Source: an optimization exercise on an open RTL-to-GDS flow (aim: small area, a short achievable clock period and few clock cycles per item). Production flows keep margins and buffers that such runs may drop. The RTL of this run was laid out without a check of its function. Power is estimated from default activity; no workload was simulated.

[design/flow/design.v]
module ts_advance (
    input  wire        clk,
    input  wire        rst,
    input  wire        start,
    output wire        in_ready,
    input  wire [31:0] ref_full,
    input  wire [63:0] ref_frac,
    input  wire [63:0] psr,
    input  wire [31:0] spp,
    input  wire [63:0] rate,
    output reg         out_valid,
    output wire [1:0]  out_status,
    output wire [31:0] out_full,
    output wire [63:0] out_frac
);
    localparam integer K = 2;                  
    localparam [5:0]  JLAST = 6'd54 - K;       
    localparam [27:0] C5 = 28'd244140625;      
    localparam [40:0] PS_PER_S = 41'd1000000000000;
    localparam [2:0] S_IDLE  = 3'd0,
                     S_MUL   = 3'd1,
                     S_NORM  = 3'd2,
                     S_DIV   = 3'd3,
                     S_ROUND = 3'd4,
                     S_XSH   = 3'd5,
                     S_PS    = 3'd6,
                     S_FIN   = 3'd7;
    reg [2:0]  state;
    reg [31:0] rf;             
    reg [40:0] rr;             
    reg        bad_q;          
    reg        zero_q;         
    reg        ovf_q;          
    reg [95:0] pa;             
    reg [31:0] spn;            
    reg [57:0] pr;             
    reg        stk;            
    reg        mbusy;          
    reg signed [12:0] ex;      
    reg [52:0] dv;             
    reg signed [12:0] er;      
    reg [5:0]  jq;             
    reg [K-1:0] qb;            
    reg        qv;             
    reg        q1;             
    reg [31:0] wh;             
    assign in_ready   = (state == S_IDLE);
    assign out_status = {ovf_q & ~bad_q, bad_q};
    assign out_full   = rf;
    assign out_frac   = {23'd0, rr};
    function [4:0] lzc32;
        input [31:0] v;
        integer i;
        begin
            lzc32 = 5'd0;
            for (i = 0; i < 32; i = i + 1)
                if (v[i]) lzc32 = 5'd31 - i[4:0];
        end
    endfunction
    wire [4:0]  sp_lz  = lzc32(spp);
    wire [31:0] sp_n   = spp << sp_lz;
    wire        r_bad  = rate[63] | (&rate[62:52]) | (rate[62:0] == 63'd0);
    wire [35:0] m_sum  = {4'd0, pr[57:26]} + spn * pa[3:0];
    wire        m_last = (pa[63:4] == 60'd0);
    wire        d_ok   = dv[52] | bad_q;
    reg [2:0] n_j;
    always @(*) begin
        casez (pr[57:53])
            5'b1????: n_j = 3'd0;
            5'b01???: n_j = 3'd1;
            5'b001??: n_j = 3'd2;
            5'b0001?: n_j = 3'd3;
            default:  n_j = 3'd4;
        endcase
    end
    wire [57:0] n_sh   = pr << n_j;
    wire [52:0] n_m    = n_sh[57:5];
    wire        n_up   = n_sh[4] & ((|n_sh[3:0]) | stk | n_m[0]);
    wire [53:0] n_r    = {1'b0, n_m} + {53'd0, n_up};
    wire [52:0] mn     = n_r[53] ? {1'b1, 52'd0} : n_r[52:0];
    wire signed [12:0] en = ex + 13'sd95 - $signed({10'd0, n_j}) + (n_r[53] ? 13'sd1 : 13'sd0);
    wire        mn_ge  = (mn >= dv);
    wire signed [12:0] e_div = en - er - (mn_ge ? 13'sd0 : 13'sd1);
    wire [53:0] rem0   = mn_ge ? {1'b0, mn} : {mn, 1'b0};
    reg [53:0]  d_r;
    reg [K-1:0] d_q;
    reg [54:0]  d_t;
    integer s;
    always @(*) begin
        d_r = pr[53:0];
        for (s = 0; s < K; s = s + 1) begin
            d_t = {1'b0, d_r} - {2'b00, dv};
            d_q[K-1-s] = ~d_t[54];
            d_r = d_t[54] ? {d_r[52:0], 1'b0} : {d_t[52:0], 1'b0};
        end
    end
    wire [5:0] jg = jq - K;
    reg [2:0]  g_ni, g_nf;
    reg [K-1:0] g_ib, g_fb;
    reg [K:0]  g_dv;
    reg        g_lsb, g_grd, g_all;
    integer b;
    always @(*) begin
        g_ni = 3'd0; g_nf = 3'd0; g_ib = {K{1'b0}}; g_fb = {K{1'b0}};
        g_lsb = 1'b0; g_grd = 1'b0; g_all = 1'b1;
        for (b = 0; b < K; b = b + 1) begin
            if (jg + b == 53) begin
                g_grd = qb[K-1-b];
            end else begin
                g_all = g_all & qb[K-1-b];
                if (jg + b == 52) g_lsb = qb[K-1-b];
                if ($signed({7'd0, jg} + b) <= ex) begin
                    g_ib = {g_ib[K-2:0], qb[K-1-b]};
                    g_ni = g_ni + 3'd1;
                end else begin
                    g_fb = {g_fb[K-2:0], qb[K-1-b]};
                    g_nf = g_nf + 3'd1;
                end
            end
        end
    end
    wire        rnd    = g_grd & ((pr[53:0] != 54'd0) | g_lsb);
    wire        f_rnd  = rnd & (ex < 13'sd52);
    wire        w_rnd  = rnd & ~(ex < 13'sd52);
    wire [K:0]  g_dd   = {1'b0, g_fb} + {{K{1'b0}}, f_rnd};
    wire [80:0] a_sh   = pa[80:0] << g_nf;
    wire [80:0] a_next = a_sh + g_dd * C5;
    wire [31:0] w_sh   = (wh << g_ni) | {{(32-K){1'b0}}, g_ib};
    wire [31:0] w_next = w_sh + {31'd0, w_rnd};
    wire [80:0] av     = pa[80:0];
    wire signed [12:0] p_sh = 13'sd51 - ex;
    wire        p_in   = (ex >= -13'sd41) && (ex <= 13'sd51);
    wire [91:0] p_ext  = {av, 11'd0} >> p_sh[6:0];
    reg  [4:0]  a_g;
    integer k2;
    always @(*) begin
        a_g = 5'd0;
        for (k2 = 53; k2 < 81; k2 = k2 + 1)
            if (av[k2]) a_g = k2 - 53;
    end
    wire        a_big  = (av[80:53] != 28'd0);
    wire signed [12:0] p_top = 13'sd39 - ex;
    reg         p_ones;
    integer k3;
    always @(*) begin
        p_ones = 1'b1;
        for (k3 = 0; k3 < 81; k3 = k3 + 1)
            if ((k3 >= a_g) && ($signed({1'b0, k3[11:0]}) <= p_top))
                p_ones = p_ones & av[k3];
    end
    wire        p_up   = a_big & p_ones;
    wire [39:0] ps     = p_in ? (p_ext[39:0] + {39'd0, p_up}) : 40'd0;
    wire [41:0] f_dif  = {1'b0, rr} - {1'b0, PS_PER_S};
    always @(posedge clk) begin
        if (rst) begin
            state     <= S_IDLE;
            out_valid <= 1'b0;
        end else begin
            out_valid <= 1'b0;
            case (state)
                S_IDLE: begin
                    if (start) begin
                        rf     <= ref_full;
                        rr     <= {1'b0, ref_frac[39:0]};
                        pa     <= {32'd0, psr};
                        spn    <= sp_n;
                        ex     <= -13'sd64 - $signed({8'd0, sp_lz});
                        zero_q <= (psr == 64'd0) | (spp == 32'd0);
                        bad_q  <= r_bad;
                        dv     <= {rate[62:52] != 11'd0, rate[51:0]};
                        er     <= (rate[62:52] != 11'd0) ? ($signed({2'b00, rate[62:52]}) - 13'sd1023)
                                                          : -13'sd1022;
                        pr     <= 58'd0;
                        stk    <= 1'b0;
                        mbusy  <= 1'b1;
                        state  <= S_MUL;
                    end
                end
                S_MUL: begin
                    if (mbusy) begin
                        pr    <= {m_sum, pr[25:4]};
                        stk   <= stk | (|pr[3:0]);
                        pa    <= {32'd0, 4'd0, pa[63:4]};
                        ex    <= ex + 13'sd4;
                        if (m_last) mbusy <= 1'b0;
                    end
                    if (!d_ok) begin
                        dv <= {dv[51:0], 1'b0};
                        er <= er - 13'sd1;
                    end
                    if ((!mbusy || m_last) && d_ok)
                        state <= S_NORM;
                end
                S_NORM: begin
                    pr    <= {4'd0, rem0};
                    ex    <= e_div;
                    pa    <= 96'd0;
                    wh    <= 32'd0;
                    jq    <= 6'd0;
                    qv    <= 1'b0;
                    q1    <= 1'b1;
                    state <= S_DIV;
                end
                S_DIV: begin
                    pr[53:0] <= d_r;
                    qb <= d_q;
                    qv <= 1'b1;
                    jq <= jq + K;
                    if (qv) begin
                        pa[80:0] <= a_next;
                        wh <= w_next;
                        q1 <= q1 & g_all;
                    end
                    if (jq == JLAST)
                        state <= S_ROUND;
                end
                S_ROUND: begin
                    pa[80:0] <= a_next;
                    wh    <= w_next;
                    ovf_q <= ~zero_q & ((ex > 13'sd1023) | ((ex == 13'sd1023) & q1 & g_all & rnd));
                    if (!zero_q && (ex > 13'sd52)) begin
                        if (ex > 13'sd83) begin
                            wh <= 32'd0;
                            ex <= 13'sd52;
                            state <= S_PS;
                        end else
                            state <= S_XSH;
                    end else
                        state <= S_PS;
                end
                S_XSH: begin
                    wh <= {wh[30:0], 1'b0};
                    ex <= ex - 13'sd1;
                    if (ex == 13'sd53) state <= S_PS;
                end
                S_PS: begin
                    rr    <= rr + {1'b0, ps};
                    rf    <= rf + wh;
                    state <= S_FIN;
                end
                S_FIN: begin
                    if (!f_dif[41]) begin
                        rr <= f_dif[40:0];
                        rf <= rf + 32'd1;
                    end
                    out_valid <= 1'b1;
                    state     <= S_IDLE;
                end
                default: state <= S_IDLE;
            endcase
        end
    end
endmodule
[design/flow/run.sh]
#!/bin/bash
# synth_recipe.tcl (not shown) runs the flow's synth.tcl, then flattens the netlist and writes it again
# the make line also repeats each setting of config.mk as NAME=value (left out here)
make -C /OpenROAD-flow-scripts/flow DESIGN_CONFIG=/design/flow/config.mk WORK_HOME=/design/flow/orfs CLKGATE_MAP_FILE= SYNTH_SCRIPT=/design/flow/synth_recipe.tcl finish
[design/flow/config.mk]
export PLATFORM = sky130hd
export DESIGN_NAME = ts_advance
export DESIGN_NICKNAME = ts_advance
export VERILOG_FILES = /design/flow/design.v
export SDC_FILE = /design/flow/constraint.sdc
export NUM_CORES = 4
export LEC_CHECK = 0
export CAP_MARGIN = 20
export CORE_MARGIN = 2
export CORE_UTILIZATION = 40
export SLEW_MARGIN = 20
[design/flow/constraint.sdc]
create_clock -name core_clock -period 14.0 [get_ports {clk}]
set_input_delay 2.8000 -clock core_clock [delete_from_list [all_inputs] [get_ports {clk}]]
set_output_delay 2.8000 -clock core_clock [all_outputs]
set_load 0.01 [all_outputs]
==> summary.txt <==
-- synthesized netlist by cell type (all sizes together), types with 46 or more instances --
cell type    n
clkbuf     320
nand3      148
nand2b      78
xor2       198
nor2b       77
o21a        71
a211oi      87
edfxtp     369
a21o       117
ha         390
a22oi       91
o221ai      50
buf        174
a21oi      473
xnor2      232
a31oi       79
and3        66
or2         46
nand4      104
o21ai      560
and2        84
mux4       125
nand2      883
mux2i      308
nor2       591
mux2        81
nor3       163
o211ai      90
inv        314
fa         111
nor4       118
-- final timing paths --
check        startpoint      to  slack [ps]
min              wh[22]  wh[23]         620
max              pr[56]  ex[11]        2380
min reg2reg      wh[22]  wh[23]         620
max reg2reg      pr[56]  ex[11]        2380
-- per-stage QoR --
step | util (%) | hold slack [ps] | area [µm²] | setup WS (ps)
finish | 44.69 | 616.2 | 64280 | 2383
detailed placement | 43.48 | 595.3 | 62540 | 2636
floorplan | - | 527.3 | 58160 | 4391
CTS | 44.67 | 613.6 | 64250 | 2634
global placement | 43.48 | 597.3 | 62540 | 2689
global route | 44.68 | 658.7 | 64270 | 1612
-- kinds of logic after synthesis --
family / after synthesis
AO/OA/AOI/OAI: 2076
buffers and inverters: 812
XOR/XNOR: 430
multiplexers: 514
adder cells (fa/ha/maj): 501
flip-flops: 373
other: 1
AND/OR/NAND/NOR: 2516
-- worst reg2reg max path: cells and delay by family (launching register included) --
family | cells | cell delay [ps]
DFF | 1 | 530
AOI/OAI and AO/OA | 13 | 3200
xor gates and xnor gates | 1 | 190
buffers and inverters | 5 | 970
adders and majority gates | 6 | 2130
and+or+nand+nor | 15 | 4330
-- area by class of cell --
type	instances	area, µm²
Fill cell	14380	79550
Clock inverter	26	295.3
Sequential cell	373	11170
Timing Repair Buffer	450	4160
Tap cell	1903	2381
Antenna cell	6	15.01
Multi-Input combinational cell	6060	43650
Clock buffer	69	1406
Inverter	318	1201
-- layout by cell type (no fill, tap or decap), drive strengths merged, types with 81 or more instances in the layout --
master and instances:
nand2 883, nor2 591, o21ai 560, a21oi 473
ha 390, edfxtp 369, inv 315, clkdlybuf4s50 311
mux2i 308, xnor2 232, xor2 198, nor3 163
nand3 148, buf 139, mux4 125, nor4 118
a21o 117, fa 111, nand4 104, a22oi 91
o211ai 90, a211oi 87, and2 84, mux2 81
-- registers in the layout, summed over array words and instances, names as in the netlist, 5 cells and up --
register and cells:
rr 41, wh 32, pa 81, spn 32, ex 13, dv 53
er 13, jq 5, rf 32, pr 58
-- power groups by stage --
stage               clock network [mW]  logic, mW  registers (mW)
finish                            1.41       8.32            1.84
detailed placement                   0       8.14            1.84
global route                      1.46       9.07            1.84
CTS                               1.43       8.19            1.82
floorplan                            0       6.08            1.64
global placement                     0       8.05            1.84
-- routing by layer --
layer  vias up  track usage (%)  part of all wire [%]
li1      26900                -                     -
met1     28480            42.85                    44
met2      2950            45.84                    43
met3       468            5.220                   9.3
met4        14            11.14                   4.0
met5         -                0                 0.042
==> summary.txt <==
GPL Wtd Cong: 1.005
TritonCTS Buffers: 51
vias in the first global route: 54660
fmax: 86.08 MHz
Routed Wire Length: 232900 µm
gr ovfl total: 0
worst hold path type: reg -> reg
IO Pins: 359
Die W: 385.0 µm
layout cells sized above 1: 7.895%
Synth Area in Adders: 12.23%
First-pass DRT Iterations: 8
worst r2r path cells: 40
worst skew pair latency: 690 ps
Seq/Total Area, Yosys: 19.22%
peak supply drop: 161.9 µV
mux cell area share after synthesis: 11.86%
final routed DRC violation total: 0
flops & latches, synth: 373
Synth Area in Simple Gates: 20.77%
Max FO, Critical Path: 33
DRT iter0 DRCs: 6724
Die ar.: 148200 µm²
endpoint class of the critical path: flip-flop
vias: 58810
Buf+Inv Stages, Crit Path: 5
Startpoint Class: flip-flop
hold path cells: 2
share of the synthesized area in the top cell type: 19.08%
Clk network pwr share: 12.2%
Slew Viols, Final: 0
area delta synth->final: 10.69%
first-pass GRT wire length: 348500 µm
Power Total: 11.57 mW
worst clock skew: 49.39 ps
Leakage: 25.33 nW
placed cell count: 9104
sw power: 6.035 mW
status: no timing/DRC/antenna violations
total global-route track usage: 30.25%
critical path class: reg -> reg
Relative slew margins: 17.94%
Synth Instances: 7223
Synth Area in Compound Gates: 23.29%
Synth area leader: edfxtp_1
internal power: 5.535 mW
Critical Path RT: 14410 ps
post-synth cell types: 125
synth warn: 1
CTS Hold Bufs: 0
RSZ-0062 raised after global routing: false
CP top delay family: simple AND/OR/NAND/NOR gates
largest family of logic cells by synthesized area: compound AO/OA/AOI/OAI gates
antenna-violating nets left: 0
main flop type after synthesis: edfxtp_1
Combinational Power Share: 71.9%
post_cts resized: 0
synth top area cells: edfxtp_1 19%, ha_1 8.4%, nand2_1 5.7%, mux2i_1 5.3%, o21ai_0 4.7%
CP max-delay cell: or4_1
Mean Syn Cell Area: 8.040 µm²
XOR/XNOR Fraction of Synth Area: 6.498%
Cell Pwr Density: 180.0 nW/µm²
Final Cycle Share: 82.98%
Final min period: 11620 ps
CP most frequent cell: a21oi_1
Root Driver: clkbuf_16
core area: 143800 µm²
crit-path max cell delay: 740 ps
Post-Syn Area: 58070 µm²
sequential share of power: 15.9%
worst slew pin tran: 1225 ps
Setup Buffers After CTS: 0
layout net count: 8014
site row count: 139
dpl hpwl: 176400 µm
fin cells: 9205
largest net degree at the start of global routing: 102
Setup TNS Final: 0 ps
clock sink count: 373
final setup fails: 0
Die Y: 385.0 µm
# H-tree levels: 2
Arr. time, crit path: 12020 ps
FFs w/ async S/R, synth: 0%
MaxCap Viol Count: 0
CTS tree: yes
WL per Instance: 25.30 µm
Initial Utilization: 40.38%
Crit path depth: 40
Reg clk slew, reported paths: 70 ps
initial antenna violation count: 14
drt via density: 6.389
Sw Share: 52.16%
Port Buffer Count: 311
number of synthesized flops with an enable pin: 369
Hold Violations, Final: 0
Max Buffers Root-to-Sink: 3

port drivers added, routing unchanged:
In the flow no input, the clock included, has a driving cell. The finished layout below was timed again as built, in two steps.
Step 1 sets driving cells, clkbuf_16 on the clock port and buf_2 on the other inputs (assumed; they add their load-dependent delay and slew).
Step 2 also shifts input and output timing later by t, the mid clock arrival at the registers, as if the neighbouring blocks saw the same clock.
Three values: ideal ports, drivers, drivers and shift; two values: the first two.
shift t [ns]: 0.740
setup WS [ns]: 2.383 / 2.383 / 2.383
clock arrival spread, ns: 0.050 / 0.050
worst slew at a driven data input, ns: 0.18
After both steps setup and hold are still met in this run. For this run, drivers alone change the setup slack by 0.000 ns; drivers and shift together by 0.000 ns.
